What follows belongs to an exercise in optimizing a design on an open flow for small area, a short achievable clock period and few clock cycles; a production flow would make more cautious choices. Only simulation tests tie the RTL to the original design; equivalence was not proved. Power figures rest on the tool's default switching activity, not on a simulated workload.

--- flow/design.v ---
module bprs_core (
    input  wire        clk,
    input  wire        rst,
    input  wire        h_valid,
    input  wire        h_write,
    input  wire [7:0]  h_addr,
    input  wire [63:0] h_wdata,
    output wire        h_ready,
    output reg  [63:0] h_rdata,
    output reg         m_valid,
    output reg         m_write,
    output reg  [12:0] m_addr,
    output reg  [63:0] m_wdata,
    output reg  [7:0]  m_wstrb,
    input  wire        m_ready,
    input  wire [63:0] m_rdata
);
    localparam [3:0] ST_OK          = 4'd0;
    localparam [3:0] ST_CONFIG      = 4'd1;
    localparam [3:0] ST_SIZE        = 4'd2;
    localparam [3:0] ST_SHORT       = 4'd3;
    localparam [3:0] ST_ALIGN       = 4'd4;
    localparam [3:0] ST_UNSUPPORTED = 4'd5;
    localparam [3:0] ST_ILLEGAL     = 4'd6;
    localparam [3:0] ST_OVERLAP     = 4'd7;
    localparam [3:0] ST_BUS         = 4'd8;
    localparam [3:0] OP_ROTL   = 4'h1;
    localparam [3:0] OP_ROTR   = 4'h2;
    localparam [3:0] OP_SFOLD  = 4'h3;
    localparam [3:0] OP_VROTL  = 4'h4;
    localparam [3:0] OP_VROTR  = 4'h5;
    localparam [3:0] OP_VSFOLD = 4'h6;
    localparam [3:0] OP_VSHL   = 4'h7;
    localparam [3:0] OP_VGMSB  = 4'h8;
    localparam [3:0] OP_BPRSE  = 4'h9;
    localparam [3:0] OP_BPRSD  = 4'hA;
    localparam [3:0] OP_BPRVE  = 4'hB;
    localparam [3:0] OP_BPRVD  = 4'hC;
    localparam [71:0] MEM_BYTES = 72'h10000;
    localparam [2:0] S_IDLE   = 3'd0;
    localparam [2:0] S_EXEC   = 3'd1;
    localparam [2:0] S_RD     = 3'd2;
    localparam [2:0] S_WR     = 3'd3;
    localparam [2:0] S_DONE   = 3'd4;
    reg [63:0]  xr [0:7];
    reg [127:0] qr [0:3];
    reg [3:0]   status;
    reg [2:0]   state;
    reg [31:0]  cmd;
    wire h_is_cmd = h_write && (h_addr == 8'h80);
    assign h_ready = (state == S_IDLE) ? !(h_valid && h_is_cmd) : (state == S_DONE);
    always @(*) begin
        h_rdata = 64'd0;
        if (h_addr < 8'h40)
            h_rdata = xr[h_addr[5:3]];
        else if (h_addr < 8'h80)
            h_rdata = h_addr[3] ? qr[h_addr[5:4]][127:64] : qr[h_addr[5:4]][63:0];
        else if (h_addr == 8'h88)
            h_rdata = {60'd0, status};
        else if (h_addr == 8'h90)
            h_rdata = 64'd1;             
    end
    wire [3:0] op   = cmd[31:28];
    wire [1:0] wsel = cmd[27:26];
    wire       sgn  = cmd[25];
    wire [6:0] pw   = cmd[24:18];
    wire [2:0] rd   = cmd[17:15];
    wire [2:0] rs1  = cmd[14:12];
    wire [2:0] rs2  = cmd[11:9];
    wire [5:0] amt  = cmd[8:3];
    wire [6:0]  wbits  = 7'd8 << wsel;           
    wire [1:0]  lbytes = wsel;                   
    wire [63:0] wmask  = (wsel == 2'd3) ? {64{1'b1}} : ((64'd1 << wbits) - 64'd1);
    reg [31:0] fmt_mask;
    reg        op_valid;
    always @(*) begin
        op_valid = 1'b1;
        fmt_mask = 32'hFFFFFFFF;
        case (op)
            OP_ROTL, OP_ROTR:              fmt_mask = 32'hF3FC0E07;
            OP_SFOLD:                      fmt_mask = 32'hF1FC0FFF;
            OP_VROTL, OP_VROTR, OP_VSHL:   fmt_mask = 32'hF3FE4E07;
            OP_VSFOLD:                     fmt_mask = 32'hF1FE4FFF;
            OP_VGMSB:                      fmt_mask = 32'hF3FC4FFF;
            OP_BPRSE, OP_BPRSD,
            OP_BPRVE, OP_BPRVD:            fmt_mask = 32'hF00001FF;
            default:                       op_valid = 1'b0;
        endcase
    end
    wire illegal = !op_valid || ((cmd & fmt_mask) != {op, 28'd0});
    wire is_vec_class = (op >= OP_VROTL && op <= OP_VGMSB) || op == OP_BPRVE || op == OP_BPRVD;
    wire is_transform = (op >= OP_BPRSE && op <= OP_BPRVD);
    wire is_vtransform = (op == OP_BPRVE || op == OP_BPRVD);
    wire uses_amt = (op == OP_ROTL || op == OP_ROTR || op == OP_VROTL || op == OP_VROTR || op == OP_VSHL);
    wire p_pow2  = (pw != 7'd0) && ((pw & (pw - 7'd1)) == 7'd0);
    wire p_legal = p_pow2 && (pw <= wbits);
    reg [2:0] lp;
    always @(*) begin
        case (pw)
            7'd1:  lp = 3'd0;
            7'd2:  lp = 3'd1;
            7'd4:  lp = 3'd2;
            7'd8:  lp = 3'd3;
            7'd16: lp = 3'd4;
            7'd32: lp = 3'd5;
            default: lp = 3'd6;
        endcase
    end
    wire [2:0] lw = {1'b0, wsel} + 3'd3;
    wire [2:0] lk = lw - lp;
    wire [6:0] kplanes = 7'd1 << lk;
    wire [63:0] t_dst = xr[rd];
    wire [63:0] t_src = xr[rs1];
    wire [63:0] t_n   = xr[rs2];
    wire [71:0] t_b   = {8'd0, t_n} << lbytes;           
    wire [71:0] src72 = {8'd0, t_src};
    wire [71:0] dst72 = {8'd0, t_dst};
    wire [63:0] kmask = {57'd0, kplanes} - 64'd1;
    wire [63:0] lmask = ({57'd0, 7'd16} >> lbytes) - 64'd1;   
    wire [63:0] bmask = {61'd0, 3'd7} >> (2'd3 - lbytes);      
    wire size_bad     = (t_n & kmask) != 64'd0;
    wire vsize_bad    = size_bad || ((t_n & lmask) != 64'd0);
    wire align_bad    = ((t_src & bmask) != 64'd0) || ((t_dst & bmask) != 64'd0);
    wire valign_bad   = (t_src[3:0] != 4'd0) || (t_dst[3:0] != 4'd0);
    wire b_nonzero    = (t_b != 72'd0);
    wire overlap      = b_nonzero && (src72 < dst72 + t_b) && (dst72 < src72 + t_b);
    wire bus_bad      = b_nonzero && ((src72 + t_b > MEM_BYTES) || (dst72 + t_b > MEM_BYTES));
    wire short_bad    = (t_b < 72'd16);
    reg [3:0] chk_status;
    always @(*) begin
        chk_status = ST_OK;
        if (illegal)
            chk_status = ST_ILLEGAL;
        else if (is_vec_class && wsel == 2'd3)
            chk_status = ST_UNSUPPORTED;
        else if (uses_amt && ({1'b0, amt} >= wbits))
            chk_status = ST_CONFIG;
        else if (is_transform && !p_legal)
            chk_status = ST_CONFIG;
        else if (is_vtransform && short_bad)
            chk_status = ST_SHORT;
        else if (is_transform && (is_vtransform ? vsize_bad : size_bad))
            chk_status = ST_SIZE;
        else if (is_transform && (is_vtransform ? valign_bad : align_bad))
            chk_status = ST_ALIGN;
        else if (is_transform && overlap)
            chk_status = ST_OVERLAP;
        else if (is_transform && bus_bad)
            chk_status = ST_BUS;
    end
    wire [63:0] s_in  = xr[rs1] & wmask;
    wire [63:0] s_rotl = ((s_in << amt) | (s_in >> (wbits - {1'b0, amt}))) & wmask;
    wire [63:0] s_rotr = ((s_in >> amt) | (s_in << (wbits - {1'b0, amt}))) & wmask;
    wire        s_sign = |(s_in & (64'd1 << (wbits - 7'd1)));
    wire [63:0] s_fold = (sgn && s_sign) ? (s_in ^ (wmask >> 1)) : s_in;
    wire [127:0] v_in = qr[rs1[1:0]];
    reg  [127:0] v_rotl8,  v_rotr8,  v_shl8,  v_fold8;
    reg  [127:0] v_rotl16, v_rotr16, v_shl16, v_fold16;
    reg  [127:0] v_rotl32, v_rotr32, v_shl32, v_fold32;
    reg  [15:0]  v_msb8;
    reg  [7:0]   v_msb16;
    reg  [3:0]   v_msb32;
    reg  [7:0]   l8;
    reg  [15:0]  l16;
    reg  [31:0]  l32;
    integer j;
    always @(*) begin
        for (j = 0; j < 16; j = j + 1) begin
            l8 = v_in[j*8 +: 8];
            v_rotl8[j*8 +: 8] = (l8 << amt) | (l8 >> (6'd8 - amt));
            v_rotr8[j*8 +: 8] = (l8 >> amt) | (l8 << (6'd8 - amt));
            v_shl8[j*8 +: 8]  = l8 << amt;
            v_fold8[j*8 +: 8] = (sgn && l8[7]) ? (l8 ^ 8'h7F) : l8;
            v_msb8[j] = l8[7];
        end
        for (j = 0; j < 8; j = j + 1) begin
            l16 = v_in[j*16 +: 16];
            v_rotl16[j*16 +: 16] = (l16 << amt) | (l16 >> (6'd16 - amt));
            v_rotr16[j*16 +: 16] = (l16 >> amt) | (l16 << (6'd16 - amt));
            v_shl16[j*16 +: 16]  = l16 << amt;
            v_fold16[j*16 +: 16] = (sgn && l16[15]) ? (l16 ^ 16'h7FFF) : l16;
            v_msb16[j] = l16[15];
        end
        for (j = 0; j < 4; j = j + 1) begin
            l32 = v_in[j*32 +: 32];
            v_rotl32[j*32 +: 32] = (l32 << amt) | (l32 >> (6'd32 - amt));
            v_rotr32[j*32 +: 32] = (l32 >> amt) | (l32 << (6'd32 - amt));
            v_shl32[j*32 +: 32]  = l32 << amt;
            v_fold32[j*32 +: 32] = (sgn && l32[31]) ? (l32 ^ 32'h7FFFFFFF) : l32;
            v_msb32[j] = l32[31];
        end
    end
    reg [127:0] v_res;
    always @(*) begin
        case (op)
            OP_VROTL:  v_res = (wsel == 2'd0) ? v_rotl8 : (wsel == 2'd1) ? v_rotl16 : v_rotl32;
            OP_VROTR:  v_res = (wsel == 2'd0) ? v_rotr8 : (wsel == 2'd1) ? v_rotr16 : v_rotr32;
            OP_VSFOLD: v_res = (wsel == 2'd0) ? v_fold8 : (wsel == 2'd1) ? v_fold16 : v_fold32;
            default:   v_res = (wsel == 2'd0) ? v_shl8  : (wsel == 2'd1) ? v_shl16  : v_shl32;
        endcase
    end
    wire [63:0] v_gmsb = (wsel == 2'd0) ? {48'd0, v_msb8} :
                         (wsel == 2'd1) ? {56'd0, v_msb16} : {60'd0, v_msb32};
    reg         t_enc;
    reg         t_sgn;
    reg  [1:0]  t_wsel;
    reg  [2:0]  t_lp;
    reg  [2:0]  t_lk;
    reg  [15:0] t_srcb;      
    reg  [15:0] t_dstb;      
    reg  [16:0] t_nn;        
    reg  [16:0] t_sg;        
    reg  [16:0] t_o;         
    reg  [16:0] t_e;         
    reg  [6:0]  t_s;         
    reg  [6:0]  t_j;         
    reg  [16:0] t_jsg;       
    reg  [63:0] t_acc;
    wire [6:0]  tw     = 7'd8 << t_wsel;
    wire [6:0]  tp     = 7'd1 << t_lp;
    wire [6:0]  tk     = 7'd1 << t_lk;
    wire [63:0] twmask = (t_wsel == 2'd3) ? {64{1'b1}} : ((64'd1 << tw) - 64'd1);
    wire [63:0] tpmask = (t_lp == 3'd6) ? {64{1'b1}} : ((64'd1 << tp) - 64'd1);
    wire [15:0] rd_idx  = t_enc ? (t_e[15:0] << t_lk) + {9'd0, t_j} : t_jsg[15:0] + t_e[15:0];
    wire [15:0] rd_byte = t_srcb + (rd_idx << t_wsel);
    wire [15:0] wr_byte = t_dstb + (t_o[15:0] << t_wsel);
    wire [63:0] rd_elem = (m_rdata >> {rd_byte[2:0], 3'd0}) & twmask;
    wire        re_sign = |(rd_elem & (64'd1 << (tw - 7'd1)));
    wire [63:0] re_fold = (t_sgn && re_sign) ? (rd_elem ^ (twmask >> 1)) : rd_elem;
    wire [63:0] re_pre  = ((re_fold << 1) | (re_fold >> (tw - 7'd1))) & twmask;
    wire [63:0] fld_src = t_enc ? re_pre : rd_elem;
    wire [6:0]  fld_sh  = tw - tp - (t_s << t_lp);
    wire [6:0]  put_sh  = tw - tp - (t_j << t_lp);
    wire [63:0] field   = (fld_src >> fld_sh) & tpmask;
    wire [63:0] acc_nxt = t_acc | (field << put_sh);
    wire [63:0] wo_rotr = ((t_acc >> 1) | (t_acc << (tw - 7'd1))) & twmask;
    wire        wo_sign = |(wo_rotr & (64'd1 << (tw - 7'd1)));
    wire [63:0] wo_post = (t_sgn && wo_sign) ? (wo_rotr ^ (twmask >> 1)) : wo_rotr;
    wire [63:0] wr_elem = t_enc ? t_acc : wo_post;
    wire [7:0]  wr_strb0 = (t_wsel == 2'd0) ? 8'h01 : (t_wsel == 2'd1) ? 8'h03 :
                           (t_wsel == 2'd2) ? 8'h0F : 8'hFF;
    always @(*) begin
        m_valid = 1'b0;
        m_write = 1'b0;
        m_addr  = rd_byte[15:3];
        m_wdata = 64'd0;
        m_wstrb = 8'd0;
        if (state == S_RD) begin
            m_valid = 1'b1;
        end else if (state == S_WR) begin
            m_valid = 1'b1;
            m_write = 1'b1;
            m_addr  = wr_byte[15:3];
            m_wdata = wr_elem << {wr_byte[2:0], 3'd0};
            m_wstrb = wr_strb0 << wr_byte[2:0];
        end
    end
    integer i;
    always @(posedge clk) begin
        if (rst) begin
            state  <= S_IDLE;
            status <= ST_OK;
            cmd    <= 32'd0;
            for (i = 0; i < 8; i = i + 1) xr[i] <= 64'd0;
            for (i = 0; i < 4; i = i + 1) qr[i] <= 128'd0;
            t_enc  <= 1'b0;
            t_sgn  <= 1'b0;
            t_wsel <= 2'd0;
            t_lp   <= 3'd0;
            t_lk   <= 3'd0;
            t_srcb <= 16'd0;
            t_dstb <= 16'd0;
            t_nn   <= 17'd0;
            t_sg   <= 17'd0;
            t_o    <= 17'd0;
            t_e    <= 17'd0;
            t_s    <= 7'd0;
            t_j    <= 7'd0;
            t_jsg  <= 17'd0;
            t_acc  <= 64'd0;
        end else begin
            case (state)
                S_IDLE: begin
                    if (h_valid && h_write) begin
                        if (h_addr < 8'h40)
                            xr[h_addr[5:3]] <= h_wdata;
                        else if (h_addr < 8'h80) begin
                            if (h_addr[3])
                                qr[h_addr[5:4]][127:64] <= h_wdata;
                            else
                                qr[h_addr[5:4]][63:0] <= h_wdata;
                        end else if (h_addr == 8'h80) begin
                            cmd   <= h_wdata[31:0];
                            state <= S_EXEC;
                        end
                    end
                end
                S_EXEC: begin
                    status <= chk_status;
                    state  <= S_DONE;
                    if (chk_status == ST_OK) begin
                        case (op)
                            OP_ROTL:  xr[rd] <= s_rotl;
                            OP_ROTR:  xr[rd] <= s_rotr;
                            OP_SFOLD: xr[rd] <= s_fold;
                            OP_VROTL, OP_VROTR, OP_VSFOLD, OP_VSHL:
                                      qr[rd[1:0]] <= v_res;
                            OP_VGMSB: xr[rd] <= v_gmsb;
                            default: begin
                                t_enc  <= (op == OP_BPRSE || op == OP_BPRVE);
                                t_sgn  <= sgn;
                                t_wsel <= wsel;
                                t_lp   <= lp;
                                t_lk   <= lk;
                                t_srcb <= t_src[15:0];
                                t_dstb <= t_dst[15:0];
                                t_nn   <= t_n[16:0];
                                t_sg   <= t_n[16:0] >> lk;
                                t_o    <= 17'd0;
                                t_e    <= 17'd0;
                                t_s    <= 7'd0;
                                t_j    <= 7'd0;
                                t_jsg  <= 17'd0;
                                t_acc  <= 64'd0;
                                if (t_n != 64'd0)
                                    state <= S_RD;
                            end
                        endcase
                    end
                end
                S_RD: begin
                    if (m_ready) begin
                        t_acc <= acc_nxt;
                        if (t_j == tk - 7'd1) begin
                            t_j   <= 7'd0;
                            t_jsg <= 17'd0;
                            state <= S_WR;
                        end else begin
                            t_j   <= t_j + 7'd1;
                            t_jsg <= t_jsg + t_sg;
                        end
                    end
                end
                S_WR: begin
                    if (m_ready) begin
                        t_acc <= 64'd0;
                        t_o   <= t_o + 17'd1;
                        if (t_enc) begin
                            if (t_e == t_sg - 17'd1) begin
                                t_e <= 17'd0;
                                t_s <= t_s + 7'd1;
                            end else
                                t_e <= t_e + 17'd1;
                        end else begin
                            if (t_s == tk - 7'd1) begin
                                t_s <= 7'd0;
                                t_e <= t_e + 17'd1;
                            end else
                                t_s <= t_s + 7'd1;
                        end
                        if (t_o == t_nn - 17'd1)
                            state <= S_DONE;
                        else
                            state <= S_RD;
                    end
                end
                S_DONE: begin
                    state <= S_IDLE;
                end
                default: state <= S_IDLE;
            endcase
        end
    end
endmodule
--- flow/run.sh ---
#!/bin/bash
# synth_recipe.tcl (not shown) runs the flow's synth.tcl, then flattens the netlist and writes it again
# the make line also repeats each setting of config.mk as NAME=value (left out here)
make -C /OpenROAD-flow-scripts/flow DESIGN_CONFIG=/design/flow/config.mk WORK_HOME=/design/flow/orfs CLKGATE_MAP_FILE= SYNTH_SCRIPT=/design/flow/synth_recipe.tcl finish
--- flow/config.mk ---
export PLATFORM = sky130hd
export DESIGN_NAME = bprs_core
export DESIGN_NICKNAME = bprs_core
export VERILOG_FILES = /design/flow/design.v
export SDC_FILE = /design/flow/constraint.sdc
export NUM_CORES = 8
export LEC_CHECK = 0
export CAP_MARGIN = 20
export CORE_MARGIN = 2
export CORE_UTILIZATION = 25
export PLACE_DENSITY = 0.35
export SLEW_MARGIN = 20
--- flow/constraint.sdc ---
create_clock -name core_clock -period 14.0 [get_ports {clk}]
set_input_delay 2.8000 -clock core_clock [delete_from_list [all_inputs] [get_ports {clk}]]
set_output_delay 2.8000 -clock core_clock [all_outputs]
set_load 0.01 [all_outputs]
==> flow_metrics.tcl <==
set metrics [dict create \
    status "timing/DRC/antenna clean" \
    ys_seq_area_share_pct 21.46 \
    post_cts_buffers 0 \
    ys_top_cells_by_count "2998 x nor2_1, 2706 x nand2_1, 1841 x a21oi_1" \
    hp-class "flip-flop to flip-flop" \
    clkPwrFrac_pct 38.0 \
    yosys.area.top_type "edfxtp_1" \
    final_nets 21540 \
    synth.most_common_cell "nor2_1" \
    cts_tree "built" \
    dp_cells 29740 \
    holdWs_ps 464.0 \
    cts_max_path_buffers 4 \
    post-dp-hpwl_um 959400 \
    cts_root_buf "clkbuf_16" \
    wirelength_um 1306000 \
    finalCriticalPeriod_ps 13070 \
    holdPathStages 2 \
    htree_num_levels 4 \
    drtIter0Drc 32200 \
    relSlewSlack_pct 8.935 \
    multi_input_comb_area_sq_um 124000 \
    rsz0062_at_grt "false" \
    seqPwrFrac_pct 36.0 \
    pwr-share-comb_pct 26.0 \
    hold_viol_final 0 \
    grt_pass1_vias 182400 \
    via_per_inst 6.617 \
    cts_made_buffers 176 \
    syn_to_final_growth_pct 12.78 \
    clock_skew_ps 137.0 \
    leakage_nw 63.58 \
    final-setup-viol-count 0 \
    tns_ps 0 \
    syn_inst 21720 \
    start_util_pct 25.10 \
    clock.fmax_mhz 76.51 \
    synth_top_area_share_pct 18.36 \
    finalMaxSlewViolations 0 \
    yosysWarningCount 1 \
    grt_max_degree 133 \
    coreArea_sq_um 667400 \
    rows 300 \
    antenna_left 0 \
    hold_buffers 0 \
    crit_slowest_cell "o41ai_1" \
    fin_total_pwr_mw 12.35 \
    switching_share_pct 35.99 \
    p_per_area_nw_per_um2 65.36 \
    worstPathArrival_ps 13680 \
    synth-main-ff-cell "edfxtp_1" \
    maxCapViolations 0 \
    grt_pass1_wl_um 1726000 \
    tightestPinTransition_ps 1352 \
    track_usage_pct 36.63 \
    port_buffers 292 \
    r2r_end "qr[2][38]$_SDFFCE_PN0P_" \
    clk_latency_ps 1020 \
    reg2reg_slack_ps 930 \
    post_cts_resized 0 \
    pin_count 293 \
    vias 200100 \
    p_int_mw 7.903 \
    hold_start "t_acc[62]$_SDFFE_PP0P_" \
    end_kind "flip-flop" \
    power_switching_mw 4.444 \
    startpoint_type "flip-flop" \
    die_y_um 822.5 \
    synthTopCellsByArea "edfxtp_1 18%, mux4_2 12%, nor2_1 6.7%" \
    regArea_sq_um 36010 \
    instances_no_fill 30230 \
    drt_pass1_iterations 8 \
    crit_fanout 32 \
    dieWidth_um 822.5 \
    cpPeakStageDelay_ps 1020 \
    syn_avg_cell_area_sq_um 7.711 \
    synth_cell_types 130 \
    reg2regPathDepth 33 \
    drive_gt1_share_pct 13.70 \
    drc 0 \
    grt_overflow_total 0 \
    synth_edf_count 1024 \
    cts.clk_slew.worst_paths_ps 60 \
    syn_nets 22240 \
    cp.required_ps 14610 \
    detail_route.wl_per_cell_um 43.19 \
    synth_area_sq_um 167500 \
    fillerInstances 73380 \
    vdd_drop_max_mv 0.2197 \
    post-route-period-util_pct 93.35 \
    gp_congestion 1.015 \
    crit_type "flip-flop to flip-flop" \
    antenna_found_initial 150 \
    min_to "t_acc[62]$_SDFFE_PP0P_" \
    die-area_sq_um 676500 \
    crit_path_frequent_cell "a21oi_1" \
    synthArstFlopShare_pct 0 \
    clock-sinks 1283 \
    ys_ff_latch 1283 \
]
==> placed cells by master, fill, tap and decap left out, drive strengths merged, types with 95 or more instances in the layout <==
cell type,n
nor2,3001
nand2,2707
a21oi,1847
o21ai,1845
edfxtp,1024
buf,884
mux4,868
mux2i,844
nor3,525
a211oi,424
nand3,411
inv,384
mux2,380
ha,369
o211ai,347
xnor2,334
o22ai,329
clkdlybuf4s50,277
and2,276
dfxtp,259
a31oi,253
o221ai,238
clkbuf,220
xor2,219
a221oi,182
a22oi,174
diode,171
nand4,166
a21o,165
nor2b,129
nand2b,124
nor4,112
and3,101
a311oi,95
==> through the flow <==
stage	util, %	worst slack [ps]	area, sq um
2_1_floorplan	-	2158	167500
3_3_place_gp	27.34	1269	182400
3_5_place_dp	27.36	1474	182600
4_1_cts	28.21	1360	188300
5_1_grt	28.25	727.2	188500
6_report	28.30	930.6	188900
==> sequential cells by signal (all words and copies together), names as in the netlist, 16 cells and up, named ones only <==
signal  count
t_sg       17
xr        512
t_o        17
t_nn       17
t_srcb     16
t_dstb     16
t_e        17
t_acc      64
t_jsg      16
cmd        32
qr        512
==> per-layer routing <==
layer / track usage, % / wire length (um) / vias to the layer above / part of all wire [%]
li1: - / - / 80950 / -
met1: 46.08 / 513900 / 101000 / 39
met2: 53.13 / 540300 / 14600 / 41
met3: 12.56 / 150200 / 3409 / 12
met4: 23.69 / 100900 / 74 / 7.7
met5: 0 / 496 / - / 0.038
==> worst max-delay path by stage <==
stage | start | endpoint | slack [ps] | cells past startpoint
floorplan | cmd[26]$_SDFFE_PP0P_ | xr[4][0]$_SDFFCE_PN0P_ | 2160 | 36
global placement | flip-flop | xr[3][42]$_SDFFCE_PN0P_ | 1270 | 36
detailed placement | flip-flop | xr[3][42]$_SDFFCE_PN0P_ | 1470 | 34
CTS | flip-flop | xr[3][42]$_SDFFCE_PN0P_ | 1360 | 34
global route | flip-flop | xr[3][37]$_SDFFCE_PN0P_ | 730 | 34
finish | flip-flop | qr[2][38]$_SDFFCE_PN0P_ | 930 | 33
==> area by class of cell <==
cell class	count	share of cell area [%]
sequential	1283	19.06
clock buffer	215	2.453
inverter	376	0.7836
tap	8909	5.901
antenna	171	0.2265
timing repair buffer	1167	5.388
clock inverter	98	0.5524
multi-input combinational	18020	65.63
==> logic make-up after synthesis <==
logic type / share of synthesized area (%)
flip-flops: 21.46
AND/OR/NAND/NOR: 20.48
adder cells (fa/ha/maj): 2.888
multiplexers: 19.28
buffers and inverters: 5.663
AO/OA/AOI/OAI: 27.33
XOR/XNOR: 2.910
==> power groups by stage <==
stage	registers, mW	clock network (mW)	logic [mW]
final	4.44	4.69	3.21
after floorplan	4.44	0	1.60
after global placement	4.51	0	3.09
after CTS	4.43	4.76	3.08
after detailed placement	4.51	0	3.07
after global routing	4.45	4.88	3.29
==> worst max-delay path: cells and delay by family (launching register included) <==
| family | cells | cell delay [ps] |
|---|---|---|
| AOI/OAI and AO/OA | 14 | 4970 |
| xor gates and xnor gates | 1 | 240 |
| adders and majority gates | 2 | 930 |
| buffers and inverters | 5 | 2230 |
| DFF | 1 | 840 |
| muxes | 1 | 230 |
| and+or+nand+nor | 10 | 2990 |
Testbench counts, summed over its fixed seeds: cycles 261,880.

## separate check: timing with driven ports
In the flow no input, the clock included, has a driving cell. The finished layout below was timed again as built, in two steps.
Step 1, drivers: a clkbuf_16 drives clk and a buf_2 each remaining input, both assumed.
Step 2 also shifts input and output timing later by t, the mid clock arrival at the registers, as if the neighbouring blocks saw the same clock.
Three values: ideal ports, drivers, drivers and shift; two values: the first two.
t, ns: 1.103
slack for setup (ns): 0.931 / 0.931 / 0.931
cell pins on the clock port's net: 1
After both steps this run still meets setup and hold. For this run, drivers alone change the setup slack by 0.000 ns; drivers and shift together by 0.000 ns.
